This design comes from an exercise in tuning for small area, a short achievable clock period and few clock cycles per item on the open sky130 flow, not from production work. The RTL was checked by simulation tests, not by an equivalence proof against the original design. Power figures rest on the tool's default switching activity, not on a simulated workload.

[config.mk]
export PLATFORM = sky130hd
export DESIGN_NAME = bcm_encoder
export DESIGN_NICKNAME = bcm_encoder
export VERILOG_FILES = /design/flow/design.v
export SDC_FILE = /design/flow/constraint.sdc
export NUM_CORES = 4
export LEC_CHECK = 0
export ABC_AREA = 1
export CAP_MARGIN = 20
export CORE_MARGIN = 2
export CORE_UTILIZATION = 40
export SLEW_MARGIN = 20
[constraint.sdc]
create_clock -name core_clock -period 18.0 [get_ports {clk}]
set_input_delay 3.6000 -clock core_clock [delete_from_list [all_inputs] [get_ports {clk}]]
set_output_delay 3.6000 -clock core_clock [all_outputs]
set_load 0.01 [all_outputs]
[design.v]
module bcm_gamma(v, y);
  input [7:0] v;
  wire [7:0] v;
  output [7:0] y;
  wire [7:0] y;
  wire _0_;
  wire _100_;
  wire _101_;
  wire _102_;
  wire _103_;
  wire _104_;
  wire _105_;
  wire _106_;
  wire _107_;
  wire _108_;
  wire _109_;
  wire _10_;
  wire _110_;
  wire _111_;
  wire _112_;
  wire _113_;
  wire _114_;
  wire _115_;
  wire _116_;
  wire _117_;
  wire _118_;
  wire _119_;
  wire _11_;
  wire _120_;
  wire _121_;
  wire _122_;
  wire _123_;
  wire _124_;
  wire _125_;
  wire _126_;
  wire _127_;
  wire _128_;
  wire _129_;
  wire _12_;
  wire _130_;
  wire _131_;
  wire _132_;
  wire _133_;
  wire _134_;
  wire _135_;
  wire _136_;
  wire _137_;
  wire _138_;
  wire _139_;
  wire _13_;
  wire _140_;
  wire _141_;
  wire _142_;
  wire _143_;
  wire _144_;
  wire _145_;
  wire _146_;
  wire _147_;
  wire _148_;
  wire _149_;
  wire _14_;
  wire _150_;
  wire _151_;
  wire _152_;
  wire _153_;
  wire _154_;
  wire _155_;
  wire _156_;
  wire _157_;
  wire _158_;
  wire _159_;
  wire _15_;
  wire _160_;
  wire _161_;
  wire _162_;
  wire _163_;
  wire _164_;
  wire _165_;
  wire _166_;
  wire _167_;
  wire _168_;
  wire _169_;
  wire _16_;
  wire _170_;
  wire _171_;
  wire _172_;
  wire _173_;
  wire _174_;
  wire _175_;
  wire _176_;
  wire _177_;
  wire _178_;
  wire _179_;
  wire _17_;
  wire _180_;
  wire _181_;
  wire _182_;
  wire _183_;
  wire _184_;
  wire _185_;
  wire _186_;
  wire _187_;
  wire _188_;
  wire _189_;
  wire _18_;
  wire _190_;
  wire _191_;
  wire _192_;
  wire _193_;
  wire _194_;
  wire _195_;
  wire _196_;
  wire _197_;
  wire _198_;
  wire _199_;
  wire _19_;
  wire _1_;
  wire _200_;
  wire _201_;
  wire _202_;
  wire _203_;
  wire _204_;
  wire _205_;
  wire _206_;
  wire _207_;
  wire _208_;
  wire _209_;
  wire _20_;
  wire _210_;
  wire _211_;
  wire _212_;
  wire _213_;
  wire _214_;
  wire _215_;
  wire _216_;
  wire _217_;
  wire _218_;
  wire _219_;
  wire _21_;
  wire _220_;
  wire _221_;
  wire _222_;
  wire _223_;
  wire _224_;
  wire _225_;
  wire _226_;
  wire _227_;
  wire _228_;
  wire _229_;
  wire _22_;
  wire _230_;
  wire _231_;
  wire _232_;
  wire _233_;
  wire _234_;
  wire _235_;
  wire _236_;
  wire _237_;
  wire _238_;
  wire _239_;
  wire _23_;
  wire _240_;
  wire _241_;
  wire _242_;
  wire _243_;
  wire _244_;
  wire _245_;
  wire _246_;
  wire _247_;
  wire _248_;
  wire _249_;
  wire _24_;
  wire _250_;
  wire _251_;
  wire _252_;
  wire _253_;
  wire _254_;
  wire _255_;
  wire _256_;
  wire _257_;
  wire _258_;
  wire _259_;
  wire _25_;
  wire _260_;
  wire _261_;
  wire _262_;
  wire _263_;
  wire _264_;
  wire _265_;
  wire _266_;
  wire _267_;
  wire _268_;
  wire _269_;
  wire _26_;
  wire _270_;
  wire _271_;
  wire _272_;
  wire _273_;
  wire _274_;
  wire _275_;
  wire _276_;
  wire _277_;
  wire _278_;
  wire _279_;
  wire _27_;
  wire _28_;
  wire _29_;
  wire _2_;
  wire _30_;
  wire _31_;
  wire _32_;
  wire _33_;
  wire _34_;
  wire _35_;
  wire _36_;
  wire _37_;
  wire _38_;
  wire _39_;
  wire _3_;
  wire _40_;
  wire _41_;
  wire _42_;
  wire _43_;
  wire _44_;
  wire _45_;
  wire _46_;
  wire _47_;
  wire _48_;
  wire _49_;
  wire _4_;
  wire _50_;
  wire _51_;
  wire _52_;
  wire _53_;
  wire _54_;
  wire _55_;
  wire _56_;
  wire _57_;
  wire _58_;
  wire _59_;
  wire _5_;
  wire _60_;
  wire _61_;
  wire _62_;
  wire _63_;
  wire _64_;
  wire _65_;
  wire _66_;
  wire _67_;
  wire _68_;
  wire _69_;
  wire _6_;
  wire _70_;
  wire _71_;
  wire _72_;
  wire _73_;
  wire _74_;
  wire _75_;
  wire _76_;
  wire _77_;
  wire _78_;
  wire _79_;
  wire _7_;
  wire _80_;
  wire _81_;
  wire _82_;
  wire _83_;
  wire _84_;
  wire _85_;
  wire _86_;
  wire _87_;
  wire _88_;
  wire _89_;
  wire _8_;
  wire _90_;
  wire _91_;
  wire _92_;
  wire _93_;
  wire _94_;
  wire _95_;
  wire _96_;
  wire _97_;
  wire _98_;
  wire _99_;
  wire _9_;
  assign _263_ = 4'h8 >> v[1:0];
  assign _262_ = 4'h1 >> { _263_, v[2] };
  assign _261_ = 4'h2 >> { _262_, v[3] };
  assign _260_ = 4'h2 >> v[6:5];
  assign _259_ = 4'h1 >> v[3:2];
  assign _258_ = 4'h2 >> { _259_, v[4] };
  assign _257_ = 4'h8 >> { _258_, _260_ };
  assign _256_ = 4'h8 >> { _257_, _261_ };
  assign _255_ = 4'h1 >> { v[3], v[4] };
  assign _254_ = 4'h4 >> { _255_, v[5] };
  assign _253_ = 4'h1 >> { _254_, v[6] };
  assign _252_ = 4'h1 >> { _253_, v[5] };
  assign _251_ = 4'h2 >> { _252_, v[7] };
  assign y[6] = 4'h4 >> { _251_, _256_ };
  assign _250_ = 4'h8 >> { _255_, _262_ };
  assign _249_ = 4'h2 >> { _250_, v[5] };
  assign _248_ = 4'h2 >> v[7:6];
  assign _247_ = 4'h8 >> { _248_, _249_ };
  assign _246_ = 4'h1 >> { _259_, v[4] };
  assign _245_ = 4'h2 >> { _261_, v[4] };
  assign _244_ = 4'h1 >> { _245_, _246_ };
  assign _243_ = 4'h2 >> { _244_, v[5] };
  assign _242_ = 4'h2 >> { _243_, _253_ };
  assign _241_ = 4'h8 >> { _263_, v[2] };
  assign _240_ = 4'h8 >> { _241_, v[3] };
  assign _239_ = 4'h1 >> { _240_, v[4] };
  assign _238_ = 4'h1 >> { _239_, v[5] };
  assign _237_ = 4'h4 >> { v[3], v[0] };
  assign _236_ = 4'h2 >> { _237_, v[4] };
  assign _235_ = 4'h1 >> v[1:0];
  assign _234_ = 4'h4 >> { _235_, v[2] };
  assign _233_ = 4'h8 >> { _234_, v[4] };
  assign _232_ = 4'h1 >> { _233_, _236_ };
  assign _231_ = 4'h4 >> v[1:0];
  assign _230_ = 4'h2 >> v[1:0];
  assign _229_ = 4'h4 >> { _230_, v[2] };
  assign _228_ = 4'h2 >> { v[0], v[2] };
  assign _227_ = 4'h1 >> { _228_, v[3] };
  assign _226_ = 4'h4 >> { _227_, _229_ };
  assign _225_ = 4'h4 >> { _226_, _231_ };
  assign _224_ = 4'h1 >> { _225_, _232_ };
  assign _223_ = 4'h4 >> { _259_, v[0] };
  assign _222_ = 4'h2 >> { _223_, v[4] };
  assign _221_ = 4'h2 >> { _222_, v[6] };
  assign _220_ = 4'h4 >> { _221_, _224_ };
  assign _219_ = 4'h4 >> { _220_, _238_ };
  assign _218_ = 4'h2 >> { _219_, v[7] };
  assign _217_ = 4'h4 >> { _218_, _242_ };
  assign y[5] = 4'he >> { _217_, _247_ };
  assign _216_ = 4'h1 >> { _241_, v[3] };
  assign _215_ = 4'h2 >> { _216_, v[4] };
  assign _214_ = 4'h1 >> { _215_, _255_ };
  assign _213_ = 4'h1 >> { _214_, v[5] };
  assign _212_ = 4'h2 >> { _246_, v[5] };
  assign _211_ = 4'h4 >> { _212_, _261_ };
  assign _210_ = 4'h1 >> { _211_, _213_ };
  assign _209_ = 4'h1 >> { _210_, v[6] };
  assign _208_ = 4'h2 >> { _235_, v[2] };
  assign _207_ = 4'h1 >> { _208_, v[3] };
  assign _206_ = 4'h1 >> { _207_, _261_ };
  assign _205_ = 4'h1 >> { _208_, _234_ };
  assign _204_ = 4'h1 >> { v[1], v[2] };
  assign _203_ = 4'h2 >> { _204_, _205_ };
  assign _202_ = 4'h8 >> { _203_, v[3] };
  assign _201_ = 4'h1 >> { _202_, _206_ };
  assign _200_ = 4'h1 >> { _201_, v[4] };
  assign _199_ = 4'h1 >> { _235_, _263_ };
  assign _198_ = 4'h1 >> { _199_, v[4] };
  assign _197_ = 4'h2 >> { _198_, v[3] };
  assign _196_ = 4'h1 >> { _197_, v[5] };
  assign _195_ = 4'h4 >> { _196_, _200_ };
  assign _194_ = 4'h2 >> { _234_, v[3] };
  assign _193_ = 4'h2 >> { _233_, v[5] };
  assign _192_ = 4'h4 >> { _193_, _194_ };
  assign _191_ = 4'h2 >> { _192_, v[6] };
  assign _190_ = 4'h4 >> { _191_, _195_ };
  assign _189_ = 4'h1 >> { _190_, _209_ };
  assign _188_ = 4'h2 >> { _189_, v[7] };
  assign _187_ = 4'h2 >> { _215_, _249_ };
  assign _186_ = 4'h4 >> { _248_, _254_ };
  assign _185_ = 4'h4 >> { _186_, _187_ };
  assign y[4] = 4'he >> { _185_, _188_ };
  assign _184_ = 4'h8 >> { v[1], v[2] };
  assign _183_ = 4'h1 >> { _184_, _262_ };
  assign _182_ = 4'h1 >> { _235_, v[3] };
  assign _181_ = 4'h4 >> { _182_, _183_ };
  assign _180_ = 4'h8 >> { _183_, v[3] };
  assign _179_ = 4'h1 >> { _180_, v[4] };
  assign _178_ = 4'h4 >> { _179_, _181_ };
  assign _177_ = 4'h4 >> { _178_, _234_ };
  assign _176_ = 4'h1 >> { _207_, v[4] };
  assign _175_ = 4'h1 >> { _176_, _177_ };
  assign _174_ = 4'h8 >> { _184_, v[3] };
  assign _173_ = 4'h1 >> { _174_, _175_ };
  assign _172_ = 4'h2 >> { _215_, v[5] };
  assign _171_ = 4'h4 >> { _172_, _173_ };
  assign _170_ = 4'h1 >> { _171_, _213_ };
  assign _169_ = 4'h2 >> { _170_, v[6] };
  assign _168_ = 4'h1 >> { _169_, _257_ };
  assign _167_ = 4'h1 >> { _168_, v[7] };
  assign _166_ = 4'h1 >> { _175_, _205_ };
  assign _165_ = 4'h4 >> { _216_, _262_ };
  assign _164_ = 4'h2 >> { _165_, v[4] };
  assign _163_ = 4'h2 >> { _199_, v[2] };
  assign _162_ = 4'h1 >> { _163_, _229_ };
  assign _161_ = 4'h1 >> { _162_, v[3] };
  assign _160_ = 4'h2 >> { _161_, v[4] };
  assign _159_ = 4'h1 >> { _160_, _164_ };
  assign _158_ = 4'h4 >> { _235_, v[3] };
  assign _157_ = 4'h1 >> { _158_, v[2] };
  assign _156_ = 4'h1 >> { _157_, _159_ };
  assign _155_ = 4'h1 >> { _156_, _166_ };
  assign _154_ = 4'h2 >> { _155_, v[5] };
  assign _153_ = 4'h4 >> { _164_, v[2] };
  assign _152_ = 4'h2 >> { _204_, v[3] };
  assign _151_ = 4'h4 >> { _152_, _241_ };
  assign _150_ = 4'h2 >> { _151_, _176_ };
  assign _149_ = 4'h1 >> { _150_, v[5] };
  assign _148_ = 4'h4 >> { _149_, _153_ };
  assign _147_ = 4'h2 >> { _148_, v[6] };
  assign _146_ = 4'h4 >> { _147_, _154_ };
  assign _145_ = 4'h8 >> { _201_, v[4] };
  assign _144_ = 4'h1 >> { _216_, _255_ };
  assign _143_ = 4'h4 >> { _144_, _145_ };
  assign _142_ = 4'h1 >> { _143_, v[5] };
  assign _141_ = 4'h1 >> { _152_, _259_ };
  assign _140_ = 4'h1 >> { _141_, v[4] };
  assign _139_ = 4'h8 >> { _206_, v[4] };
  assign _138_ = 4'h1 >> { _139_, _140_ };
  assign _137_ = 4'h2 >> { _138_, v[5] };
  assign _136_ = 4'h1 >> { _137_, v[6] };
  assign _135_ = 4'h4 >> { _136_, _142_ };
  assign _134_ = 4'h2 >> { _135_, v[7] };
  assign _133_ = 4'h4 >> { _134_, _146_ };
  assign y[3] = 4'he >> { _133_, _167_ };
  assign _132_ = 4'h4 >> { _162_, _235_ };
  assign _131_ = 4'h2 >> { _132_, v[3] };
  assign _130_ = 4'h4 >> { _199_, v[3] };
  assign _129_ = 4'h2 >> { _130_, v[4] };
  assign _128_ = 4'h4 >> { _129_, _131_ };
  assign _127_ = 4'h4 >> { v[0], v[2] };
  assign _126_ = 4'h1 >> { _127_, _228_ };
  assign _125_ = 4'h8 >> { _126_, v[3] };
  assign _124_ = 4'h1 >> { _125_, _163_ };
  assign _123_ = 4'h4 >> { _124_, _203_ };
  assign _122_ = 4'h1 >> { _123_, v[3] };
  assign _121_ = 4'h4 >> { v[3], v[1] };
  assign _120_ = 4'h1 >> { _121_, _228_ };
  assign _119_ = 4'h4 >> { _120_, _122_ };
  assign _118_ = 4'h2 >> { _119_, v[3] };
  assign _117_ = 4'h8 >> { _199_, v[2] };
  assign _116_ = 4'h2 >> { _117_, _182_ };
  assign _115_ = 4'h2 >> { _116_, v[4] };
  assign _114_ = 4'h4 >> { _115_, _118_ };
  assign _113_ = 4'h1 >> { _114_, _128_ };
  assign _112_ = 4'h1 >> { _113_, _230_ };
  assign _111_ = 4'h8 >> { _125_, _199_ };
  assign _110_ = 4'h1 >> { _111_, v[4] };
  assign _109_ = 4'h4 >> { _110_, _123_ };
  assign _108_ = 4'h1 >> { _109_, _112_ };
  assign _107_ = 4'h2 >> { _108_, v[5] };
  assign _106_ = 4'h1 >> { _122_, v[4] };
  assign _105_ = 4'h4 >> { _106_, _118_ };
  assign _104_ = 4'h8 >> { v[3], v[1] };
  assign _103_ = 4'h2 >> { _104_, _129_ };
  assign _102_ = 4'h4 >> { _103_, _184_ };
  assign _101_ = 4'h1 >> { _102_, v[5] };
  assign _100_ = 4'h4 >> { _101_, _105_ };
  assign _99_ = 4'h2 >> { _100_, v[6] };
  assign _98_ = 4'h4 >> { _99_, _107_ };
  assign _97_ = 4'h4 >> { _203_, _261_ };
  assign _96_ = 4'h2 >> { _203_, v[3] };
  assign _95_ = 4'h2 >> { _96_, v[4] };
  assign _94_ = 4'h4 >> { _95_, _97_ };
  assign _93_ = 4'h1 >> { _116_, v[4] };
  assign _92_ = 4'h4 >> { _93_, _96_ };
  assign _91_ = 4'h2 >> { _92_, v[5] };
  assign _90_ = 4'h4 >> { _91_, _94_ };
  assign _89_ = 4'h4 >> { _164_, _202_ };
  assign _88_ = 4'h1 >> { v[2], v[4] };
  assign _87_ = 4'h1 >> { _88_, v[5] };
  assign _86_ = 4'h4 >> { _87_, _89_ };
  assign _85_ = 4'h1 >> { _86_, v[6] };
  assign _84_ = 4'h4 >> { _85_, _90_ };
  assign _83_ = 4'h1 >> { _84_, _98_ };
  assign _82_ = 4'h2 >> { _83_, v[7] };
  assign _81_ = 4'h2 >> { _184_, _194_ };
  assign _80_ = 4'h1 >> { _81_, _175_ };
  assign _264_ = 4'h8 >> v[3:2];
  assign _265_ = 4'h2 >> { _264_, _164_ };
  assign _266_ = 4'h2 >> { _265_, v[5] };
  assign _267_ = 4'h4 >> { _266_, _80_ };
  assign _268_ = 4'h1 >> { _267_, _142_ };
  assign _269_ = 4'h2 >> { _268_, v[6] };
  assign _270_ = 4'h2 >> { _240_, _258_ };
  assign _271_ = 4'h2 >> { _208_, _255_ };
  assign _272_ = 4'h2 >> { _271_, _260_ };
  assign _273_ = 4'h4 >> { _272_, _270_ };
  assign _274_ = 4'h1 >> { _273_, v[7] };
  assign _275_ = 4'h4 >> { _274_, _269_ };
  assign y[2] = 4'h1 >> { _275_, _82_ };
  assign _276_ = 4'h4 >> { _103_, _119_ };
  assign _277_ = 4'h2 >> { _177_, v[5] };
  assign _278_ = 4'h4 >> { _277_, _276_ };
  assign _279_ = 4'h2 >> { _86_, v[6] };
  assign _0_ = 4'h4 >> { _279_, _278_ };
  assign _1_ = 4'h2 >> { _151_, _258_ };
  assign _2_ = 4'h2 >> { _1_, v[5] };
  assign _3_ = 4'h4 >> { _2_, _200_ };
  assign _4_ = 4'h8 >> { _194_, v[4] };
  assign _5_ = 4'h4 >> { _4_, v[5] };
  assign _6_ = 4'h1 >> { _5_, v[6] };
  assign _7_ = 4'h4 >> { _6_, _3_ };
  assign _8_ = 4'h1 >> { _7_, v[7] };
  assign _9_ = 4'h4 >> { _8_, _0_ };
  assign _10_ = 4'h1 >> { v[1], v[4] };
  assign _11_ = 4'h1 >> { _10_, v[5] };
  assign _12_ = 4'h4 >> { _11_, _128_ };
  assign _13_ = 4'h4 >> { _231_, v[2] };
  assign _14_ = 4'h2 >> { _13_, _162_ };
  assign _15_ = 4'h2 >> { _14_, _222_ };
  assign _16_ = 4'h4 >> { _110_, _161_ };
  assign _17_ = 4'h1 >> { _16_, _15_ };
  assign _18_ = 4'h2 >> { _17_, v[5] };
  assign _19_ = 4'h1 >> { _18_, v[6] };
  assign _20_ = 4'h4 >> { _19_, _12_ };
  assign _21_ = 4'h1 >> { _184_, v[5] };
  assign _22_ = 4'h8 >> { _21_, v[0] };
  assign _23_ = 4'h1 >> { _21_, v[0] };
  assign _24_ = 4'h2 >> { _23_, v[3] };
  assign _25_ = 4'h4 >> { _24_, _22_ };
  assign _26_ = 4'h1 >> { _226_, v[4] };
  assign _27_ = 4'h4 >> { _26_, _25_ };
  assign _28_ = 4'h1 >> { v[1], v[5] };
  assign _29_ = 4'h2 >> { _28_, _126_ };
  assign _30_ = 4'h2 >> { _29_, _182_ };
  assign _31_ = 4'h2 >> { _30_, _236_ };
  assign _32_ = 4'h2 >> { _31_, v[6] };
  assign _33_ = 4'h4 >> { _32_, _27_ };
  assign _34_ = 4'h2 >> { _33_, v[7] };
  assign _35_ = 4'h4 >> { _34_, _20_ };
  assign y[1] = 4'he >> { _35_, _9_ };
  assign _36_ = 4'h2 >> { _128_, _160_ };
  assign _37_ = 4'h1 >> { _116_, v[1] };
  assign _38_ = 4'h1 >> { _37_, v[4] };
  assign _39_ = 4'h1 >> { _38_, v[5] };
  assign _40_ = 4'h4 >> { _39_, _36_ };
  assign _41_ = 4'h8 >> { _126_, _182_ };
  assign _42_ = 4'h2 >> { _41_, _124_ };
  assign _43_ = 4'h1 >> { _42_, v[4] };
  assign _44_ = 4'h2 >> { _224_, v[5] };
  assign _45_ = 4'h4 >> { _44_, _43_ };
  assign _46_ = 4'h1 >> { _45_, _40_ };
  assign _47_ = 4'h2 >> { _46_, v[6] };
  assign _48_ = 4'h2 >> { _166_, v[5] };
  assign _49_ = 4'h4 >> { _48_, _114_ };
  assign _50_ = 4'h2 >> { _4_, _238_ };
  assign _51_ = 4'h1 >> { _50_, v[6] };
  assign _52_ = 4'h4 >> { _51_, _49_ };
  assign _53_ = 4'h1 >> { _52_, _47_ };
  assign _54_ = 4'h1 >> { _53_, v[7] };
  assign _55_ = 4'h2 >> { _230_, v[3] };
  assign _56_ = 4'h8 >> { _55_, _14_ };
  assign _57_ = 4'h1 >> { _41_, v[4] };
  assign _58_ = 4'h4 >> { _57_, _56_ };
  assign _59_ = 4'h1 >> { _58_, v[6] };
  assign _60_ = 4'h4 >> { _59_, _112_ };
  assign _61_ = 4'h2 >> { _145_, v[6] };
  assign _62_ = 4'h8 >> { _61_, _175_ };
  assign _63_ = 4'h2 >> { _62_, v[5] };
  assign _64_ = 4'h4 >> { _63_, _60_ };
  assign _65_ = 4'h1 >> { _94_, _139_ };
  assign _66_ = 4'h1 >> { _65_, _183_ };
  assign _67_ = 4'h2 >> { _178_, v[6] };
  assign _68_ = 4'h4 >> { _67_, _66_ };
  assign _69_ = 4'h8 >> { _216_, v[0] };
  assign _70_ = 4'h2 >> { _125_, v[4] };
  assign _71_ = 4'h4 >> { _70_, _69_ };
  assign _72_ = 4'h4 >> { v[0], v[4] };
  assign _73_ = 4'h1 >> { _72_, v[6] };
  assign _74_ = 4'h4 >> { _73_, _71_ };
  assign _75_ = 4'h1 >> { _74_, v[5] };
  assign _76_ = 4'h4 >> { _75_, _68_ };
  assign _77_ = 4'h2 >> { _76_, v[7] };
  assign _78_ = 4'h4 >> { _77_, _64_ };
  assign y[0] = 4'h1 >> { _78_, _54_ };
  assign _79_ = 4'h1 >> { _256_, v[6] };
  assign y[7] = 4'h2 >> { _79_, v[7] };
endmodule
module bcm_lin(p, y);
  input [6:0] p;
  wire [6:0] p;
  output [6:0] y;
  wire [6:0] y;
  wire _0_;
  wire _10_;
  wire _11_;
  wire _12_;
  wire _13_;
  wire _14_;
  wire _15_;
  wire _16_;
  wire _17_;
  wire _18_;
  wire _19_;
  wire _1_;
  wire _20_;
  wire _21_;
  wire _22_;
  wire _23_;
  wire _24_;
  wire _25_;
  wire _26_;
  wire _27_;
  wire _28_;
  wire _29_;
  wire _2_;
  wire _30_;
  wire _31_;
  wire _32_;
  wire _33_;
  wire _34_;
  wire _35_;
  wire _36_;
  wire _37_;
  wire _38_;
  wire _39_;
  wire _3_;
  wire _40_;
  wire _41_;
  wire _42_;
  wire _43_;
  wire _44_;
  wire _45_;
  wire _46_;
  wire _47_;
  wire _48_;
  wire _49_;
  wire _4_;
  wire _50_;
  wire _51_;
  wire _52_;
  wire _53_;
  wire _54_;
  wire _55_;
  wire _56_;
  wire _57_;
  wire _58_;
  wire _59_;
  wire _5_;
  wire _60_;
  wire _61_;
  wire _62_;
  wire _63_;
  wire _64_;
  wire _65_;
  wire _66_;
  wire _67_;
  wire _68_;
  wire _69_;
  wire _6_;
  wire _70_;
  wire _71_;
  wire _72_;
  wire _73_;
  wire _74_;
  wire _75_;
  wire _76_;
  wire _77_;
  wire _78_;
  wire _79_;
  wire _7_;
  wire _80_;
  wire _81_;
  wire _82_;
  wire _83_;
  wire _84_;
  wire _85_;
  wire _86_;
  wire _87_;
  wire _88_;
  wire _89_;
  wire _8_;
  wire _90_;
  wire _91_;
  wire _92_;
  wire _93_;
  wire _9_;
  assign _73_ = 4'h2 >> { _74_, p[5] };
  assign _72_ = 4'h8 >> { _73_, p[6] };
  assign y[5] = 4'h1 >> { _72_, _75_ };
  assign _71_ = 4'h1 >> { p[4], p[6] };
  assign _70_ = 4'h1 >> { p[2], p[5] };
  assign _69_ = 4'h2 >> { p[1], p[3] };
  assign _68_ = 4'h4 >> { p[1], p[3] };
  assign _67_ = 4'h1 >> { _68_, _69_ };
  assign _66_ = 4'h2 >> { _67_, _70_ };
  assign _65_ = 4'h8 >> { p[1], p[3] };
  assign _64_ = 4'h4 >> { _65_, _70_ };
  assign _63_ = 4'h4 >> { _64_, _77_ };
  assign _62_ = 4'h4 >> { p[1], p[2] };
  assign _61_ = 4'h8 >> { _62_, p[4] };
  assign _60_ = 4'h1 >> { _61_, _63_ };
  assign _59_ = 4'h4 >> { _60_, _66_ };
  assign _58_ = 4'h1 >> { _59_, p[0] };
  assign _57_ = 4'h1 >> { p[4], p[5] };
  assign _56_ = 4'h2 >> { _57_, p[2] };
  assign _55_ = 4'h1 >> { _56_, _67_ };
  assign _54_ = 4'h2 >> { _64_, p[0] };
  assign _53_ = 4'h4 >> { _54_, _55_ };
  assign _52_ = 4'h2 >> { p[1], p[2] };
  assign _51_ = 4'h4 >> { _52_, p[3] };
  assign _50_ = 4'h4 >> { _77_, p[3] };
  assign _49_ = 4'h1 >> { _50_, _51_ };
  assign _48_ = 4'h4 >> { _49_, _53_ };
  assign _47_ = 4'h4 >> { _48_, _58_ };
  assign _46_ = 4'h8 >> { _51_, p[5] };
  assign _45_ = 4'h8 >> { _46_, p[0] };
  assign _44_ = 4'h1 >> { _45_, p[6] };
  assign _43_ = 4'h4 >> { _44_, _47_ };
  assign _42_ = 4'h1 >> { _51_, _62_ };
  assign _41_ = 4'h1 >> { _42_, p[4] };
  assign _40_ = 4'h8 >> { _42_, p[4] };
  assign _39_ = 4'h1 >> { _40_, _41_ };
  assign _38_ = 4'h2 >> { _39_, p[0] };
  assign _37_ = 4'h2 >> { _62_, p[4] };
  assign _36_ = 4'h2 >> { _52_, p[3] };
  assign _35_ = 4'h4 >> { _36_, _37_ };
  assign _34_ = 4'h2 >> { _36_, _37_ };
  assign _33_ = 4'h1 >> { _34_, _35_ };
  assign _32_ = 4'h1 >> { _33_, _72_ };
  assign _31_ = 4'h4 >> { _32_, _38_ };
  assign _30_ = 4'h1 >> { _31_, _43_ };
  assign _29_ = 4'h1 >> { _39_, _74_ };
  assign _28_ = 4'h8 >> { _29_, _30_ };
  assign _27_ = 4'h8 >> { _51_, p[4] };
  assign _26_ = 4'h2 >> { _69_, p[4] };
  assign _25_ = 4'h1 >> { _26_, p[2] };
  assign _24_ = 4'h1 >> { _25_, _68_ };
  assign _23_ = 4'h4 >> { _24_, _27_ };
  assign _22_ = 4'h8 >> { _23_, _28_ };
  assign _21_ = 4'h1 >> { _23_, _28_ };
  assign _20_ = 4'h1 >> { _21_, _22_ };
  assign _19_ = 4'h1 >> p[1:0];
  assign _18_ = 4'h4 >> { _19_, p[2] };
  assign _17_ = 4'h2 >> { p[6], p[3] };
  assign _16_ = 4'h4 >> { _17_, _18_ };
  assign _15_ = 4'h2 >> { _16_, p[4] };
  assign _14_ = 4'h2 >> { _15_, y[5] };
  assign _13_ = 4'h4 >> { _14_, _20_ };
  assign _12_ = 4'h8 >> { _15_, _75_ };
  assign _11_ = 4'h1 >> { _12_, _13_ };
  assign _10_ = 4'h4 >> { _11_, _71_ };
  assign _9_ = 4'h4 >> { _10_, p[5] };
  assign _8_ = 4'h2 >> { _76_, p[5] };
  assign _7_ = 4'h4 >> { _8_, _10_ };
  assign y[4] = 4'he >> { _7_, _9_ };
  assign _6_ = 4'h2 >> { _19_, _74_ };
  assign _5_ = 4'h2 >> { _6_, _30_ };
  assign _4_ = 4'h2 >> { _29_, _43_ };
  assign y[1] = 4'h1 >> { _4_, _5_ };
  assign _3_ = 4'h8 >> { _57_, _79_ };
  assign _2_ = 4'h1 >> { _3_, _73_ };
  assign _1_ = 4'h1 >> { _2_, p[6] };
  assign _0_ = 4'h2 >> { _1_, _20_ };
  assign _93_ = 4'h1 >> { _2_, _20_ };
  assign y[2] = 4'h1 >> { _93_, _0_ };
  assign _92_ = 4'h1 >> y[2:1];
  assign _91_ = 4'h1 >> { _92_, p[3] };
  assign _90_ = 4'h2 >> { _70_, _71_ };
  assign _89_ = 4'h4 >> p[6:5];
  assign _88_ = 4'h8 >> { _89_, p[4] };
  assign _87_ = 4'h1 >> { _88_, _90_ };
  assign _86_ = 4'h1 >> { _87_, _91_ };
  assign y[3] = 4'hd >> { _86_, _11_ };
  assign _85_ = 4'h1 >> { p[0], p[3] };
  assign _84_ = 4'h8 >> { _85_, _61_ };
  assign _83_ = 4'h2 >> { _84_, _43_ };
  assign _82_ = 4'h2 >> { _73_, p[6] };
  assign _81_ = 4'h8 >> { _82_, _47_ };
  assign y[0] = 4'he >> { _81_, _83_ };
  assign _80_ = 4'h4 >> { _46_, p[0] };
  assign y[6] = 4'h8 >> { _80_, _28_ };
  assign _79_ = 4'h1 >> { p[2], p[3] };
  assign _78_ = 4'h4 >> { _79_, p[1] };
  assign _77_ = 4'h8 >> { p[4], p[5] };
  assign _76_ = 4'h4 >> { _77_, _78_ };
  assign _75_ = 4'h1 >> { _76_, p[6] };
  assign _74_ = 4'h4 >> { _79_, p[4] };
endmodule
module bcm_cb(d, y);
  input [6:0] d;
  wire [6:0] d;
  output [6:0] y;
  wire [6:0] y;
  wire _0_;
  wire _10_;
  wire _11_;
  wire _12_;
  wire _13_;
  wire _14_;
  wire _15_;
  wire _16_;
  wire _17_;
  wire _18_;
  wire _19_;
  wire _1_;
  wire _20_;
  wire _21_;
  wire _22_;
  wire _23_;
  wire _24_;
  wire _25_;
  wire _26_;
  wire _27_;
  wire _28_;
  wire _29_;
  wire _2_;
  wire _30_;
  wire _31_;
  wire _32_;
  wire _33_;
  wire _34_;
  wire _35_;
  wire _36_;
  wire _37_;
  wire _38_;
  wire _39_;
  wire _3_;
  wire _40_;
  wire _41_;
  wire _42_;
  wire _43_;
  wire _44_;
  wire _45_;
  wire _46_;
  wire _47_;
  wire _48_;
  wire _49_;
  wire _4_;
  wire _50_;
  wire _51_;
  wire _52_;
  wire _53_;
  wire _54_;
  wire _55_;
  wire _56_;
  wire _57_;
  wire _58_;
  wire _59_;
  wire _5_;
  wire _60_;
  wire _61_;
  wire _62_;
  wire _63_;
  wire _64_;
  wire _65_;
  wire _66_;
  wire _67_;
  wire _68_;
  wire _69_;
  wire _6_;
  wire _70_;
  wire _71_;
  wire _72_;
  wire _73_;
  wire _74_;
  wire _75_;
  wire _76_;
  wire _77_;
  wire _78_;
  wire _79_;
  wire _7_;
  wire _80_;
  wire _81_;
  wire _8_;
  wire _9_;
  assign _51_ = 4'h4 >> { _54_, d[0] };
  assign _50_ = 4'h1 >> { _51_, _52_ };
  assign _49_ = 4'h1 >> { _50_, _53_ };
  assign _48_ = 4'h4 >> { d[3], d[1] };
  assign _47_ = 4'h8 >> { _48_, _49_ };
  assign _46_ = 4'h1 >> { d[1], d[2] };
  assign _45_ = 4'h1 >> { _46_, d[3] };
  assign _44_ = 4'h2 >> { _45_, _63_ };
  assign _43_ = 4'h1 >> { _44_, _56_ };
  assign _42_ = 4'h2 >> { _43_, _67_ };
  assign _41_ = 4'h4 >> { _42_, _47_ };
  assign _40_ = 4'h1 >> { d[5], d[6] };
  assign _39_ = 4'h8 >> { d[3], d[4] };
  assign _38_ = 4'h8 >> { _39_, _40_ };
  assign y[3] = 4'he >> { _38_, _41_ };
  assign _37_ = 4'h1 >> { _52_, d[3] };
  assign _36_ = 4'h2 >> { d[1], d[4] };
  assign _35_ = 4'h2 >> { _36_, d[2] };
  assign _34_ = 4'h1 >> { _35_, _37_ };
  assign _33_ = 4'h4 >> { _34_, _49_ };
  assign _32_ = 4'h1 >> { _33_, d[1] };
  assign _31_ = 4'h1 >> { _59_, d[2] };
  assign _30_ = 4'h2 >> { _31_, d[1] };
  assign _29_ = 4'h8 >> { _66_, d[4] };
  assign _28_ = 4'h1 >> { _29_, _30_ };
  assign _27_ = 4'h4 >> { _28_, _32_ };
  assign _26_ = 4'h1 >> { _62_, d[6] };
  assign _25_ = 4'h2 >> { _48_, _56_ };
  assign _24_ = 4'h1 >> { _59_, d[5] };
  assign _23_ = 4'h4 >> { _24_, _25_ };
  assign _22_ = 4'h8 >> { _61_, d[5] };
  assign _21_ = 4'h4 >> { _22_, _55_ };
  assign _20_ = 4'h1 >> { _21_, _23_ };
  assign _19_ = 4'h8 >> { _20_, _26_ };
  assign y[2] = 4'h4 >> { _19_, _27_ };
  assign _18_ = 4'h1 >> { d[3], d[0] };
  assign _17_ = 4'h1 >> { _49_, _59_ };
  assign _16_ = 4'h1 >> { _17_, _18_ };
  assign _15_ = 4'h2 >> { _43_, _66_ };
  assign _14_ = 4'h2 >> { _56_, _61_ };
  assign _13_ = 4'h2 >> { _14_, d[5] };
  assign _12_ = 4'h4 >> { _13_, _15_ };
  assign _11_ = 4'h4 >> { _12_, _16_ };
  assign _10_ = 4'h2 >> { _25_, _65_ };
  assign _9_ = 4'h1 >> { _29_, _59_ };
  assign _8_ = 4'h1 >> { _37_, d[2] };
  assign _68_ = 4'h4 >> { _8_, _9_ };
  assign _69_ = 4'h8 >> { _37_, _56_ };
  assign _70_ = 4'h1 >> { _69_, d[5] };
  assign _71_ = 4'h4 >> { _70_, _68_ };
  assign _72_ = 4'h4 >> { _71_, _10_ };
  assign _73_ = 4'h1 >> { _72_, d[6] };
  assign y[1] = 4'h4 >> { _73_, _11_ };
  assign _74_ = 4'h8 >> { _55_, d[3] };
  assign _75_ = 4'h2 >> { _74_, _31_ };
  assign _76_ = 4'h4 >> { _75_, _16_ };
  assign _77_ = 4'h1 >> { _34_, _66_ };
  assign _78_ = 4'h2 >> { _77_, _40_ };
  assign _79_ = 4'h4 >> { _78_, _76_ };
  assign _80_ = 4'h8 >> { _74_, d[0] };
  assign _81_ = 4'h1 >> { _80_, _51_ };
  assign _0_ = 4'h1 >> { _81_, d[1] };
  assign _1_ = 4'h2 >> { _64_, _67_ };
  assign _2_ = 4'h4 >> { _18_, d[4] };
  assign _3_ = 4'h1 >> { _2_, _25_ };
  assign _4_ = 4'h8 >> { _3_, _1_ };
  assign _5_ = 4'h4 >> { _4_, _0_ };
  assign y[0] = 4'he >> { _5_, _79_ };
  assign _6_ = 4'h8 >> { _46_, d[6] };
  assign _7_ = 4'h8 >> { _6_, _18_ };
  assign y[6] = 4'h8 >> { _7_, _71_ };
  assign _67_ = 4'h4 >> { d[5], d[6] };
  assign _66_ = 4'h8 >> d[1:0];
  assign _65_ = 4'h8 >> d[3:2];
  assign _64_ = 4'h8 >> { _65_, _66_ };
  assign _63_ = 4'h1 >> { _64_, d[4] };
  assign y[5] = 4'h2 >> { _63_, _67_ };
  assign _62_ = 4'h4 >> { _64_, d[4] };
  assign _61_ = 4'h1 >> { d[3], d[1] };
  assign _60_ = 4'h4 >> { _61_, d[2] };
  assign _59_ = 4'h2 >> { d[3], d[4] };
  assign _58_ = 4'h2 >> { _59_, _67_ };
  assign _57_ = 4'h4 >> { _58_, _60_ };
  assign y[4] = 4'h4 >> { _57_, _62_ };
  assign _56_ = 4'h8 >> { d[2], d[4] };
  assign _55_ = 4'h1 >> { d[2], d[4] };
  assign _54_ = 4'h1 >> { _55_, _56_ };
  assign _53_ = 4'h4 >> { _54_, d[1] };
  assign _52_ = 4'h1 >> d[1:0];
endmodule
module bcm_encoder (
    input  wire        clk,
    input  wire        rst,
    input  wire        cmd_valid,
    output wire        cmd_ready,
    input  wire [1:0]  cmd_op,
    input  wire [2:0]  cmd_t,
    input  wire [1:0]  cmd_mode,
    input  wire [5:0]  cmd_x,
    input  wire [3:0]  cmd_row,
    input  wire [23:0] cmd_top,
    input  wire [23:0] cmd_bot,
    input  wire [31:0] cmd_val,
    output wire        wr_valid,
    input  wire        wr_ready,
    output wire [12:0] wr_addr,
    output wire [15:0] wr_data,
    output wire        rsp_valid,
    output wire [7:0]  rsp_data
);
    localparam [1:0] OP_ENCODE = 2'd0;
    localparam [1:0] OP_SETBRIGHT = 2'd1;
    localparam [1:0] OP_GETBRIGHT = 2'd2;
    reg [6:0] percent;
    reg [6:0] duty;
    reg       rsp_q;
    reg [47:0] c_ring;      
    reg [2:0]  c_ph;        
    reg        c_done;      
    reg        c_busy;
    reg        c_free;      
    reg        c_set;       
    reg [1:0]  c_mode;
    reg [2:0]  c_t;
    reg [5:0]  c_x;
    reg [3:0]  c_row;
    reg [47:0] o_ch;        
    reg        o_valid;
    reg [2:0]  o_j;
    reg [3:0]  o_row;
    reg [5:0]  o_x;
    reg [2:0]  o_t;
    reg [3:0]  o_a;         
    reg        o_lat;
    reg        o_oe;
    wire take = cmd_valid && c_free;
    wire xfer = o_valid && wr_ready;
    wire o_last = o_valid && (o_j == 3'd7);
    wire o_room = !o_valid || (o_last && wr_ready);
    wire aligned = (c_ph == 3'd0);
    wire c_gam = (c_mode != 2'd0) && !c_set;
    wire move  = c_busy && !c_set && aligned && (c_done || !c_gam) && o_room;
    wire apply = c_busy && c_set && aligned && o_room;
    wire       val_big = (|cmd_val[30:7]) || (cmd_val[6:0] > 7'd100);
    wire [6:0] val_clamp = cmd_val[31] ? 7'd0 : (val_big ? 7'd100 : cmd_val[6:0]);
    wire [47:0] ring_in = {cmd_bot[7:0], cmd_bot[15:8], cmd_bot[23:16],
                           cmd_top[7:0], cmd_top[15:8],
                           (cmd_op == OP_SETBRIGHT) ? {1'b0, val_clamp} : cmd_top[23:16]};
    wire [7:0] gam_out;
    bcm_gamma u_gam (.v(c_ring[7:0]), .y(gam_out));
    wire [7:0] rot_in = (c_gam && !c_done) ? gam_out : c_ring[7:0];
    wire [6:0] d_lin, d_cb;
    bcm_lin u_lin (.p(c_ring[6:0]), .y(d_lin));
    bcm_cb  u_cb  (.d(d_lin), .y(d_cb));
    wire [6:0] duty_new = (c_mode == 2'd0) ? d_lin :
                          (c_mode == 2'd2 && d_lin != 7'd0 && d_cb == 7'd0) ? 7'd1 : d_cb;
    wire        oe_sel_c = move;
    wire [5:0]  oe_x = oe_sel_c ? c_x : o_x;
    wire        oe_fine = !oe_sel_c && (o_j < o_t);       
    wire [2:0]  oe_sh = o_t - o_j;                       
    wire [6:0]  oe_thr = oe_fine ? (duty >> oe_sh) : duty;
    wire        oe_next = (oe_x == 6'd0) || (oe_x == 6'd63) || ({1'b0, oe_x} >= oe_thr);
    always @(posedge clk) begin
        if (take) begin
            c_ring <= ring_in;
            c_ph <= 3'd0;
            c_done <= 1'b0;
        end else begin
            c_ring <= {rot_in, c_ring[47:8]};
            c_ph <= (c_ph >= 3'd5) ? 3'd0 : c_ph + 3'd1;
            if (c_ph == 3'd5)
                c_done <= 1'b1;
        end
        if (take) begin
            c_set <= (cmd_op == OP_SETBRIGHT);
            c_mode <= cmd_mode;
            c_t <= cmd_t;
            c_x <= cmd_x;
            c_row <= cmd_row;
        end
        if (move) begin
            o_ch <= c_ring;
            o_row <= c_row;
            o_x <= c_x;
            o_t <= c_t;
            o_a <= c_row - 4'd1;
            o_lat <= (c_x == 6'd63);
        end else if (xfer) begin
            o_ch <= {1'b0, o_ch[47:41], 1'b0, o_ch[39:33], 1'b0, o_ch[31:25],
                     1'b0, o_ch[23:17], 1'b0, o_ch[15:9], 1'b0, o_ch[7:1]};
            o_a <= o_row;
        end
        if (move || xfer)
            o_oe <= oe_next;
        if (move)
            o_j <= 3'd0;
        else if (xfer)
            o_j <= o_j + 3'd1;
        if (apply) begin
            percent <= c_ring[6:0];
            duty <= duty_new;
        end
        if (rst) begin
            c_busy <= 1'b0;
            c_free <= 1'b1;
            o_valid <= 1'b0;
            rsp_q <= 1'b0;
            percent <= 7'd100;
            duty <= 7'd64;
        end else begin
            if (take && (cmd_op == OP_ENCODE || cmd_op == OP_SETBRIGHT)) begin
                c_busy <= 1'b1;
                c_free <= 1'b0;
            end else if (move || apply) begin
                c_busy <= 1'b0;
                c_free <= 1'b1;
            end
            if (move)
                o_valid <= 1'b1;
            else if (o_last && wr_ready)
                o_valid <= 1'b0;
            rsp_q <= take && (cmd_op == OP_SETBRIGHT || cmd_op == OP_GETBRIGHT);
        end
    end
    assign cmd_ready = c_free;
    assign wr_valid = o_valid;
    assign wr_addr = {o_row, o_j, o_x[5:1], ~o_x[0]};
    assign wr_data = {4'b0000, o_a, o_oe, o_lat,
                      o_ch[40], o_ch[32], o_ch[24], o_ch[16], o_ch[8], o_ch[0]};
    assign rsp_valid = rsp_q;
    assign rsp_data = {1'b0, percent};
endmodule
[run.sh]
#!/bin/bash
# synth_recipe.tcl (not shown) runs the flow's synth.tcl, then flattens the netlist and writes it again
# the make line also repeats each setting of config.mk as NAME=value (left out here)
make -C /OpenROAD-flow-scripts/flow DESIGN_CONFIG=/design/flow/config.mk WORK_HOME=/design/flow/orfs CLKGATE_MAP_FILE= SYNTH_SCRIPT=/design/flow/synth_recipe.tcl finish
==> results of run 1 <==
[power breakdown]
group          leakage [nW]  internal, mW  switching (mW)  total [mW]
logic                  3.00         0.168           0.277       0.445
registers              1.36         0.419          0.0328       0.452
clock network         0.281         0.197           0.153       0.350
total                  4.64         0.784           0.463        1.25
[synthesized netlist by cell type (all sizes together) (2+ instances only)]
cell,number,area (um2)
clkbuf,36,135
a21boi,3,22.5
ha,29,363
edfxtp,77,2310
nor2,67,262
inv,109,409
nand2,364,1450
xnor2,4,35.0
or2,7,46.3
a22oi,9,67.6
o21ai,95,490
o211ai,13,103
dfxtp,79,1580
nand3,52,325
a31oi,8,50.1
o311ai,7,61.3
nor3,12,60.1
mux2,2,22.5
nor4,7,43.8
o31ai,4,30.0
a32o,2,20.0
a21oi,62,333
buf,26,181
nand4,17,106
o22ai,2,12.5
a211oi,2,15.0
o221ai,2,17.5
clkinv,3,11.3
[per-stage QoR]
step           hold WS [ns]  total power [mW]  setup WS, ns
3_5_place_dp          0.408             0.897         10.46
3_3_place_gp          0.401             0.898         10.50
6_report              0.422              1.25         10.88
4_1_cts               0.424              1.25         10.88
5_1_grt               0.430              1.33         10.36
2_1_floorplan         0.400             0.769         11.75
[per-layer routing]
layer / part of all wire (%) / vias up / GRT usage [%]
li1: - / 3906 / -
met1: 46 / 3539 / 29.3
met2: 45 / 311 / 33.5
met5: 0 / - / 0
met4: 2.1 / 0 / 6.07
met3: 6.9 / 41 / 3.92
[kinds of logic after synthesis]
| group | after synthesis | share of synthesized area [%] |
|---|---|---|
| compound gates | 215 | 14.7 |
| fa+ha+maj | 30 | 4.42 |
| flops | 156 | 45.0 |
| xor+xnor | 5 | 0.506 |
| other cells | 1 | 0.0433 |
| buf+inv | 174 | 8.51 |
| mux | 2 | 0.260 |
| simple gates | 527 | 26.6 |
[path summary, 6_finish.rpt]
path,start,to,cells past startpoint
max reg2reg,c_mode[1]$_DFFE_PP_,o_oe$_DFFE_PP_,18
min,c_t[0]$_DFFE_PP_,o_t[0]$_DFFE_PP_,0
min reg2reg,c_t[0]$_DFFE_PP_,o_t[0]$_DFFE_PP_,0
max,wr_ready,o_oe$_DFFE_PP_,16
[cell type report]
type                       instances  share of cell area (%)
clock buffer                      19                    4.13
sequential                       156                    36.3
timing repair buffer             143                    13.2
tap                              275                    3.21
inverter                         112                    3.92
clock inverter                    13                    1.24
multi-input combinational        784                    38.0
[sequential cells by signal (all words and copies together) (netlist names), 2 cells and up]
register,cells
o_ch,48
o_x,6
o_j,3
o_row,4
c_ph,3
c_x,6
o_a,4
duty,7
o_t,3
c_t,3
c_row,4
c_mode,2
percent,7
c_ring,48
[cells in the final DEF, fill, tap and decap left out, types with 6 or more instances in the layout]
master,synthesis,routed
nand3_1,42,42
ha_1,29,29
a21oi_1,56,55
nor4_1,7,7
clkdlybuf4s50_1,0,135
inv_1,98,98
dfxtp_1,79,79
nand4_1,17,17
or2_2,6,6
a22oi_1,9,9
nand2_2,11,11
clkbuf_16,0,17
nand2_1,347,347
o311ai_0,6,6
nor3_1,12,11
edfxtp_1,77,77
inv_2,11,12
nand3_2,8,8
a31oi_1,8,8
o21ai_0,91,90
o211ai_1,12,12
nor2_1,65,65
a21oi_2,6,6
buf_4,19,8
==> results.sh, run 1 <==
export IMPL_core_area_um2=21200
export IMPL_numCtsBuffers=17
export IMPL_synth_edff_count=77
export IMPL_hold_violations=0
export IMPL_dieHeight_um=151
export IMPL_hold_class="reg2reg"
export IMPL_seq_area_frac_synth_pct=45.0
export IMPL_async_flop_share_pct=0
export IMPL_ys_seq_elements=156
export IMPL_die_w_um=151
export IMPL_path_class="in2reg"
export IMPL_cts_resized=0
export IMPL_critPathMaxStageDelay_ns=0.54
export IMPL_cts_setup_buffers=0
export IMPL_dpl_cell_count=1470
export IMPL_grt_first_pass_wirelength_um=37200
export IMPL_crit_required_ns=18.16
export IMPL_antenna_found_initial=0
export IMPL_setup_violations=0
export IMPL_yosys_warnings=1
export IMPL_multiInputGateArea_um2=4070
export IMPL_crit_chain="clkdlybuf4s50_1 -> nand2_1 -> a21oi_4 -> buf_4 -> inv_2 -> buf_4 -> nand2_1 -> inv_1 -> nor2_1 -> a31oi_1 -> ha_1 -> a21boi_0 -> o21ai_0 -> a21oi_1 -> o311ai_0 -> o311ai_1"
export IMPL_globalRoute_totalOverflow=0
export IMPL_r2r_slack_ns=13.19
export IMPL_grt_pass1_vias=7301
export IMPL_cp_start_kind="input port"
export IMPL_htreeDepth=4
export IMPL_fin_crit_sh_pct=39.5
export IMPL_syn2layout_area_growth_pct=23.8
export IMPL_slew_viol_final=0
export IMPL_firstDrtPassIters=5
export IMPL_fp_row_count=53
export IMPL_power_density_nw_per_um2=116
export IMPL_tns_ns=0
export IMPL_cts_hold_fix_buffers=0
export IMPL_cts_tree="done"
export IMPL_final_cell_area_um2=10700
export IMPL_start_util_pct=40.9
export IMPL_grt_use_total_pct=21.0
export IMPL_ant_nets=0
export IMPL_grt_start_max_net_pins=59
export IMPL_period_minus_slack_ns=7.12
export IMPL_drc=0
export IMPL_cp_buffers_inverters=5
export IMPL_finalClockSkew_ns=0.0147
export IMPL_cts_sinks=156
export IMPL_final_cells=1502
export IMPL_die_area_um2=22800
export IMPL_synth_cell_types=56
export IMPL_leakage_nw=4.64
export IMPL_antenna_cells=0
export IMPL_fmax_ghz=0.140
export IMPL_num_fill_cells=2074
export IMPL_fin_nets=1345
export IMPL_ys_flop_type="dfxtp_1"
export IMPL_clkTransAtPathRegs_ns=0.07
export IMPL_critPathCaptureType="flop"
export IMPL_drt_initial_drc_count=748
export IMPL_layout_drive_gt1_share_pct=8.31
export IMPL_io_buffers=135
export IMPL_synthCells=1110
export IMPL_clk_latency_ns=0.43
export IMPL_cts_root_buf="clkbuf_16"
export IMPL_cp_max_fo=58
export IMPL_status="timing/DRC/antenna clean"
export IMPL_critPathArrivalTime_ns=7.27
export IMPL_seqCellArea_um2=3890
export IMPL_vias_per_cell=5.19
export IMPL_routabilityCongestion=0.932
export IMPL_tightest_slew_ns=0.807
export IMPL_cap_violations=0
export IMPL_cts_max_path_buffers=2
export IMPL_critPathSlowestCell="buf_4"
export IMPL_peakVddDrop_uv=69.7
export IMPL_wl_per_cell_um=15.7
export IMPL_dpl_hpwl_um=16800
export IMPL_rsz0062_at_grt="no"
export IMPL_final_util_pct=50.7
export IMPL_io_pins=141
export IMPL_synth_area_per_cell_um2=7.80
export IMPL_dr_total_vias=7797
export IMPL_postPlaceCellArea_um2=10100
export IMPL_totalWireLength_um=23600
export IMPL_slew_headroom_pct=46.1
export IMPL_critPathTopFamily="buffers and inverters"
export IMPL_syn_area_um2=8660
Testbench counts, summed over its fixed seeds: cycles 131,208, items 16,384.
==> run 2: changes to the inputs <==
==> flow/run.sh (new file) <==
#!/bin/bash
# Standard ORFS layout (the standard.sh), with two changes to how it is made:
#  - port buffers are sky130_fd_sc_hd__buf_1 instead of the default delay buffer;
#  - CTS inserts no dummy loads.
# The full output of the layout goes to flow_standard.log in this folder.
set -euo pipefail
export BUFFER_PORTS_ARGS="-buffer_cell sky130_fd_sc_hd__buf_1"
export CTS_ARGS="-sink_clustering_enable -repair_clock_nets -dont_use_dummy_load"
bash standard.sh > flow_standard.log 2>&1
==> standard.sh (new file) <==
#!/bin/bash
# synth_recipe.tcl (not shown) runs the flow's synth.tcl, then flattens the netlist and writes it again
# the make line also repeats each setting of config.mk as NAME=value (left out here)
make -C /OpenROAD-flow-scripts/flow DESIGN_CONFIG=/design/flow/config.mk WORK_HOME=/design/flow/orfs CLKGATE_MAP_FILE= SYNTH_SCRIPT=/design/flow/synth_recipe.tcl "${@:-finish}"
removed: run.sh
==> results.sh, run 2 <==
export IMPL_status="timing/DRC/antenna clean"
export IMPL_cts_max_path_buffers=2
export IMPL_leakage_nw=4.20
export IMPL_netlist_top_cells_count="nand2_1 (347), inv_1 (98), o21ai_0 (91)"
export IMPL_critPathArrivalTime_ns=6.85
export IMPL_pre_cts_slack_ns=10.86
export IMPL_io_pins=141
export IMPL_drt_initial_drc_count=738
export IMPL_synth_edff_count=77
export IMPL_globalRoute_totalOverflow=0
export IMPL_syn_area_um2=8660
export IMPL_power_mw=1.16
export IMPL_multiInputGateArea_um2=4070
export IMPL_cts_tree="done"
export IMPL_fin_nets=1345
export IMPL_die_area_um2=22800
export IMPL_async_flop_share_pct=0
export IMPL_cts_resized=0
export IMPL_peakVddDrop_uv=55.1
export IMPL_grt_first_pass_wirelength_um=36300
export IMPL_cts_setup_buffers=0
export IMPL_mostFrequentLayoutCells="nand2_1 (347), buf_1 (135), inv_1 (98), o21ai_0 (90), dfxtp_1 (79)"
export IMPL_grt_start_max_net_pins=62
export IMPL_numCtsBuffers=17
export IMPL_grt_pass1_vias=7231
export IMPL_tightest_slew_ns=0.790
export IMPL_fin_ws_ns=11.29
export IMPL_totalWireLength_um=22800
export IMPL_wl_per_cell_um=15.3
export IMPL_synth_area_leader_cell="edfxtp_1"
export IMPL_path_class="in2reg"
export IMPL_fin_crit_sh_pct=37.3
export IMPL_dpl_hpwl_um=16300
export IMPL_hold_violations=0
export IMPL_ant_nets=0
export IMPL_yosys_warnings=1
export IMPL_firstDrtPassIters=6
export IMPL_die_w_um=151
export IMPL_crit_required_ns=18.15
export IMPL_synth_most_common_cell="nand2_1"
export IMPL_period_minus_slack_ns=6.71
export IMPL_fp_row_count=53
export IMPL_seqCellArea_um2=3890
export IMPL_dr_total_vias=7727
export IMPL_cts_hold_fix_buffers=0
export IMPL_reg_top3="c_ring: 48 flops, o_ch: 48 flops"
export IMPL_seq_area_frac_synth_pct=45.0
export IMPL_slew_viol_final=0
export IMPL_tns_ns=0
export IMPL_whs_ns=0.420
export IMPL_io_buffers=135
export IMPL_syn2layout_area_growth_pct=12.3
export IMPL_num_fill_cells=2121
export IMPL_cap_violations=0
export IMPL_fmax_ghz=0.149
export IMPL_start_util_pct=40.9
export IMPL_cp_max_fo=61
export IMPL_power_density_nw_per_um2=119
export IMPL_synth_area_leaders="edfxtp_1 (27%), dfxtp_1 (18%), nand2_1 (15%)"
export IMPL_slew_headroom_pct=47.2
export IMPL_vias_per_cell=5.20
export IMPL_routabilityCongestion=0.944
export IMPL_ys_flop_type="dfxtp_1"
export IMPL_cts_root_buf="clkbuf_16"
export IMPL_cts_sinks=156
export IMPL_drc=0
export IMPL_dieHeight_um=151
export IMPL_antenna_cells=0
export IMPL_ys_seq_elements=156
export IMPL_grt_use_total_pct=20.3
export IMPL_synth_top_area_share_pct=26.7
export IMPL_clk_latency_ns=0.43
export IMPL_synth_area_per_cell_um2=7.80
export IMPL_cp_start_kind="input port"
export IMPL_synthCells=1110
export IMPL_layout_drive_gt1_share_pct=7.26
export IMPL_setup_violations=0
export IMPL_synth_cell_types=56
export IMPL_critPathCaptureType="flop"
export IMPL_finalClockSkew_ns=0.0244
export IMPL_rsz0062_at_grt="no"
export IMPL_clkTransAtPathRegs_ns=0.06
export IMPL_hold_class="reg2reg"
export IMPL_antenna_found_initial=1
export IMPL_core_area_um2=21200
export IMPL_layout_commonest_cell="nand2_1"
export IMPL_htreeDepth=4
## run 2: cell count changes in the layout (fill, tap and decap cells not counted)
cell	before	now
buf_1	0	135
clkdlybuf4s50_1	135	0
clkinv_4	5	0
inv_6	4	0
bufinv_16	1	0
clkbuf_1	1	0
clkbuf_8	1	0
clkinv_2	1	0
clkinvlp_4	1	0
inv_8	1	0
## run 2: critical path, cell delays in order
cell and delay, ns:
buf_1 0.09, nand2_1 0.14, a21oi_4 0.07, buf_4 0.28
inv_2 0.32, buf_4 0.54, nand2_1 0.29, inv_1 0.24
nor2_1 0.06, a31oi_1 0.14, ha_1 0.24, a21boi_0 0.12
o21ai_0 0.16, a21oi_1 0.08, o311ai_0 0.30, o311ai_1 0.16
## run 2: routing by layer
metal | up-vias | wire, um | track usage, %
met1 | 3526 | 10300 | 27.3
met4 | 2 | 393 | 6.36
li1 | 3882 | - | -
met2 | 287 | 10700 | 33.2
met3 | 30 | 1470 | 3.77
met5 | - | 10 | 0
## run 2: final cells by class
class                   instances  area share (%)
clock buffers                  17            4.38
inverters                     112            4.32
multi-input cells             784            41.9
flip-flops and latches        156            40.1
well taps                     275            3.54
repair buffers                143            5.83
## run 2: kinds of logic after synthesis
logic type,after synthesis,share of synthesized area [%]
AO/OA/AOI/OAI,215,14.7
XOR/XNOR,5,0.506
adder cells (fa/ha/maj),30,4.42
buffers and inverters,174,8.51
flip-flops,156,45.0
multiplexers,2,0.260
other,1,0.0433
AND/OR/NAND/NOR,527,26.6
## run 2: power by group
group | total, mW | internal (mW) | switching, mW
clock network | 0.291 | 0.164 | 0.127
logic | 0.414 | 0.139 | 0.275
registers | 0.451 | 0.419 | 0.0319
total | 1.16 | 0.723 | 0.434
## run 2: metrics by stage
step / util, % / cell area, um2 / cells
finish: 46.0 / 9720 / 1487
floorplan: - / 8670 / 1114
CTS: 45.9 / 9720 / 1487
global placement: 43.9 / 9290 / 1470
detailed placement: 43.9 / 9290 / 1470
global route: 46.0 / 9720 / 1487
## run 2: path summary, 6_finish.rpt
path                       start               end  slack, ns  depth (start not counted)
min             c_t[0]$_DFFE_PP_  o_t[0]$_DFFE_PP_       0.42                          0
min reg2reg     c_t[0]$_DFFE_PP_  o_t[0]$_DFFE_PP_       0.42                          0
max reg2reg  c_mode[1]$_DFFE_PP_    o_oe$_DFFE_PP_      13.28                         18
max                     wr_ready    o_oe$_DFFE_PP_      11.29                         16
==> run 3: changes to the inputs <==
--- a/design.v
+++ b/design.v
@@ -991,7 +991,7 @@
     reg [2:0]  o_j;
     reg [3:0]  o_row;
     reg [5:0]  o_x;
-    reg [2:0]  o_t;
+    reg [2:0]  o_s;         
     reg [3:0]  o_a;         
     reg        o_lat;
     reg        o_oe;
@@ -1016,14 +1016,11 @@
     bcm_cb  u_cb  (.d(d_lin), .y(d_cb));
     wire [6:0] duty_new = (c_mode == 2'd0) ? d_lin :
                           (c_mode == 2'd2 && d_lin != 7'd0 && d_cb == 7'd0) ? 7'd1 : d_cb;
-    wire        oe_sel_c = move;
-    wire [5:0]  oe_x = oe_sel_c ? c_x : o_x;
-    wire        oe_fine = !oe_sel_c && (o_j < o_t);       
-    wire [2:0]  oe_sh = o_t - o_j;                       
-    wire [6:0]  oe_thr = oe_fine ? (duty >> oe_sh) : duty;
-    wire        oe_next = (oe_x == 6'd0) || (oe_x == 6'd63) || ({1'b0, oe_x} >= oe_thr);
+    wire        oe_m = (c_x == 6'd0) || (c_x == 6'd63) || ({1'b0, c_x} >= duty);
+    wire [6:0]  oe_thr = (o_s != 3'd0) ? (duty >> o_s) : duty;  
+    wire        oe_n = (o_x == 6'd0) || o_lat || ({1'b0, o_x} >= oe_thr);
     always @(posedge clk) begin
-        if (take) begin
+        if (c_free) begin
             c_ring <= ring_in;
             c_ph <= 3'd0;
             c_done <= 1'b0;
@@ -1033,7 +1030,7 @@
             if (c_ph == 3'd5)
                 c_done <= 1'b1;
         end
-        if (take) begin
+        if (c_free) begin
             c_set <= (cmd_op == OP_SETBRIGHT);
             c_mode <= cmd_mode;
             c_t <= cmd_t;
@@ -1044,16 +1041,20 @@
             o_ch <= c_ring;
             o_row <= c_row;
             o_x <= c_x;
-            o_t <= c_t;
+            o_s <= c_t;
             o_a <= c_row - 4'd1;
             o_lat <= (c_x == 6'd63);
         end else if (xfer) begin
             o_ch <= {1'b0, o_ch[47:41], 1'b0, o_ch[39:33], 1'b0, o_ch[31:25],
                      1'b0, o_ch[23:17], 1'b0, o_ch[15:9], 1'b0, o_ch[7:1]};
             o_a <= o_row;
+            if (o_s != 3'd0)
+                o_s <= o_s - 3'd1;
         end
-        if (move || xfer)
-            o_oe <= oe_next;
+        if (move)
+            o_oe <= oe_m;
+        else if (xfer)
+            o_oe <= oe_n;
         if (move)
             o_j <= 3'd0;
         else if (xfer)
==> results.sh, run 3 <==
export IMPL_cts_sinks=156
export IMPL_fin_ws_ns=12.89
export IMPL_tns_ns=0
export IMPL_yosys_warnings=1
export IMPL_num_fill_cells=2146
export IMPL_ys_seq_elements=156
export IMPL_multiInputGateArea_um2=3910
export IMPL_cp_start_kind="input port"
export IMPL_cts_tree="done"
export IMPL_globalRoute_totalOverflow=0
export IMPL_ant_nets=0
export IMPL_worstReg2RegStart="c_ring[6]$_DFF_P_"
export IMPL_finalClockSkew_ns=0.0182
export IMPL_r2r_cells=20
export IMPL_fp_row_count=53
export IMPL_min_delay_path_depth=2
export IMPL_netlist_top_cells_count="nand2_1 (226), o21ai_0 (149), inv_1 (130)"
export IMPL_leakage_nw=4.14
export IMPL_die_area_um2=23000
export IMPL_wl_per_cell_um=16.1
export IMPL_io_pins=141
export IMPL_final_util_pct=45.8
export IMPL_synth_area_per_cell_um2=8.09
export IMPL_grt_pass1_vias=7038
export IMPL_cap_violations=0
export IMPL_fin_nets=1310
export IMPL_dr_total_vias=7521
export IMPL_async_flop_share_pct=0
export IMPL_clk_latency_ns=0.41
export IMPL_period_minus_slack_ns=5.11
export IMPL_slew_headroom_pct=36.2
export IMPL_cts_hold_fix_buffers=0
export IMPL_critPathArrivalTime_ns=5.24
export IMPL_cts_resized=0
export IMPL_peakVddDrop_uv=58.1
export IMPL_mostFrequentLayoutCells="nand2_1 (226), o21ai_0 (148), buf_1 (135), inv_1 (129), edfxtp_1 (83)"
export IMPL_slew_viol_final=0
export IMPL_timing_rr_end="duty[0]$_SDFFE_PP0P_"
export IMPL_antenna_found_initial=1
export IMPL_dieHeight_um=152
export IMPL_hold_class="reg2reg"
export IMPL_layout_drive_gt1_share_pct=6.48
export IMPL_pre_cts_slack_ns=12.45
export IMPL_cts_setup_buffers=0
export IMPL_fin_crit_sh_pct=28.4
export IMPL_dpl_hpwl_um=16900
export IMPL_htreeDepth=4
export IMPL_grt_use_total_pct=20.2
export IMPL_vias_per_cell=5.19
export IMPL_cts_max_path_buffers=2
export IMPL_synthCells=1076
export IMPL_start_util_pct=41.0
export IMPL_syn_area_um2=8710
export IMPL_numCtsBuffers=17
export IMPL_hold_violations=0
export IMPL_firstDrtPassIters=5
export IMPL_power_density_nw_per_um2=102
export IMPL_r2r_slack_ns=13.59
export IMPL_setup_violations=0
export IMPL_crit_required_ns=18.12
export IMPL_tightest_slew_ns=0.955
export IMPL_synth_area_leader_cell="edfxtp_1"
export IMPL_path_class="in2reg"
export IMPL_fmax_ghz=0.196
export IMPL_reg_top3="c_ring: 48 flops, o_ch: 48 flops"
export IMPL_hold_end="c_ring[28]$_DFF_P_"
export IMPL_hold_start="c_ring[36]$_DFF_P_"
export IMPL_die_w_um=152
export IMPL_cts_root_buf="clkbuf_16"
export IMPL_ys_flop_type="edfxtp_1"
export IMPL_layout_commonest_cell="nand2_1"
export IMPL_synth_most_common_cell="nand2_1"
export IMPL_core_area_um2=21200
export IMPL_io_buffers=135
export IMPL_synth_top_area_share_pct=28.6
export IMPL_syn2layout_area_growth_pct=11.7
export IMPL_drt_initial_drc_count=585
export IMPL_seq_area_frac_synth_pct=45.4
export IMPL_totalWireLength_um=23300
export IMPL_rsz0062_at_grt="no"
export IMPL_synth_area_leaders="edfxtp_1 (29%), dfxtp_1 (17%), nand2_1 (9.7%)"
export IMPL_drc=0
export IMPL_clkTransAtPathRegs_ns=0.07
export IMPL_routabilityCongestion=0.880
export IMPL_power_uw=994
export IMPL_antenna_cells=0
export IMPL_grt_start_max_net_pins=96
export IMPL_seqCellArea_um2=3960
export IMPL_critPathCaptureType="flop"
export IMPL_grt_first_pass_wirelength_um=36100
export IMPL_cp_max_fo=91
export IMPL_synth_edff_count=83
export IMPL_synth_cell_types=53
export IMPL_status="timing/DRC/antenna clean"
==> run 3: cell count changes in the layout (fill, tap and decap cells not counted), sizes merged, moves of 5 or more <==
cell,previous run,this run
dfxtp,79,73
edfxtp,77,83
ha,29,34
inv,110,137
nand2,364,242
nor2,67,59
o21a,1,6
o21ai,95,155
==> run 3: critical path: stages <==
cell and delay (ns):
buf_1 0.09, nand2_1 0.06, nand2_1 0.06, inv_1 0.09, nor2_1 0.05, buf_4 0.22
inv_2 0.20, buf_4 0.65, o21ai_0 0.20
==> run 3: where the power goes <==
group | switching [mW] | total (mW) | internal, mW | leakage, nW
clock | 0.122 | 0.285 | 0.164 | 0.209
combinational | 0.187 | 0.280 | 0.0926 | 2.54
sequential | 0.0235 | 0.428 | 0.405 | 1.39
==> run 3: kinds of logic (layout without fill, tap and decap cells) <==
family	Yosys count	after routing	synth area share [%]
muxes	2	2	0.259
DFF	156	156	45.4
other	1	5	0.0431
AOI/OAI and AO/OA	280	280	18.5
xor gates and xnor gates	5	5	0.503
adders and majority gates	34	34	4.89
buffers and inverters	205	298	10.1
and+or+nand+nor	393	393	20.2
==> run 3: cell type report <==
class,count,share of cell area (%)
clock buffers,17,4.37
flip-flops and latches,156,40.7
multi-input cells,719,40.2
well taps,275,3.54
inverters,140,5.54
repair buffers,141,5.67
==> run 3: stage by stage <==
stage                     hold WS (ns)  cell area (um2)  instances
final                            0.451             9730       1448
after global routing             0.468             9730       1448
after CTS                        0.455             9730       1448
after detailed placement         0.455             9300       1431
after global placement           0.450             9300       1431
after floorplan                  0.431             8720       1080
==> run 3: metal layers <==
layer | GRT usage [%] | wire length [um] | part of all wire, %
met1 | 26.9 | 10500 | 45
met2 | 34.4 | 11100 | 48
met3 | 3.80 | 1510 | 6.5
met4 | 4.21 | 174 | 0.75
met5 | 0 | 13 | 0.056
==> run 3: worst max path at each step <==
stage,endpoint,startpoint,slack [ns],cells after the start
4_1_cts,o_ch[17]$_DFFE_PP_,wr_ready,12.88,9
6_report,o_ch[27]$_DFFE_PP_,wr_ready,12.89,9
3_3_place_gp,o_ch[40]$_DFFE_PP_,wr_ready,12.52,9
2_1_floorplan,o_s[0]$_DFFE_PP_,wr_ready,11.48,4
5_1_grt,o_ch[27]$_DFFE_PP_,wr_ready,12.67,9
3_5_place_dp,o_ch[17]$_DFFE_PP_,wr_ready,12.45,9
Testbench counts of run 3, summed over its fixed seeds: cycles 131,208, items 16,384.

-- port drivers added, routing unchanged --
The flow's constraints put no driver on any port. The routed layouts listed below were extracted and timed again, unchanged, in two steps.
Step 1 (the two cells are an assumption about what drives the block):
set clk [get_ports {clk}]
set_driving_cell -lib_cell sky130_fd_sc_hd__clkbuf_16 $clk
set_driving_cell -lib_cell sky130_fd_sc_hd__buf_2 [delete_from_list [all_inputs] $clk]
Step 2 also shifts input and output timing later by t, the mid clock arrival at the registers, as if the neighbouring blocks saw the same clock.
Three values: no drivers, after step 1, after step 2; two values: the first two.
run	t (ns)	setup slack, ns	clock arrival spread, ns	pins driven straight from the clock port
run 1	0.470	10.882 / 10.902 / 10.432	0.015 / 0.014	1
run 2	0.460	11.292 / 11.317 / 10.857	0.027 / 0.028	1
run 3	0.454	12.886 / 12.897 / 12.443	0.022 / 0.022	1
After both steps setup and hold are still met in every run listed. The setup slack of run 1, which loses most, moves by +0.020 ns with the drivers and by -0.450 ns with both steps.
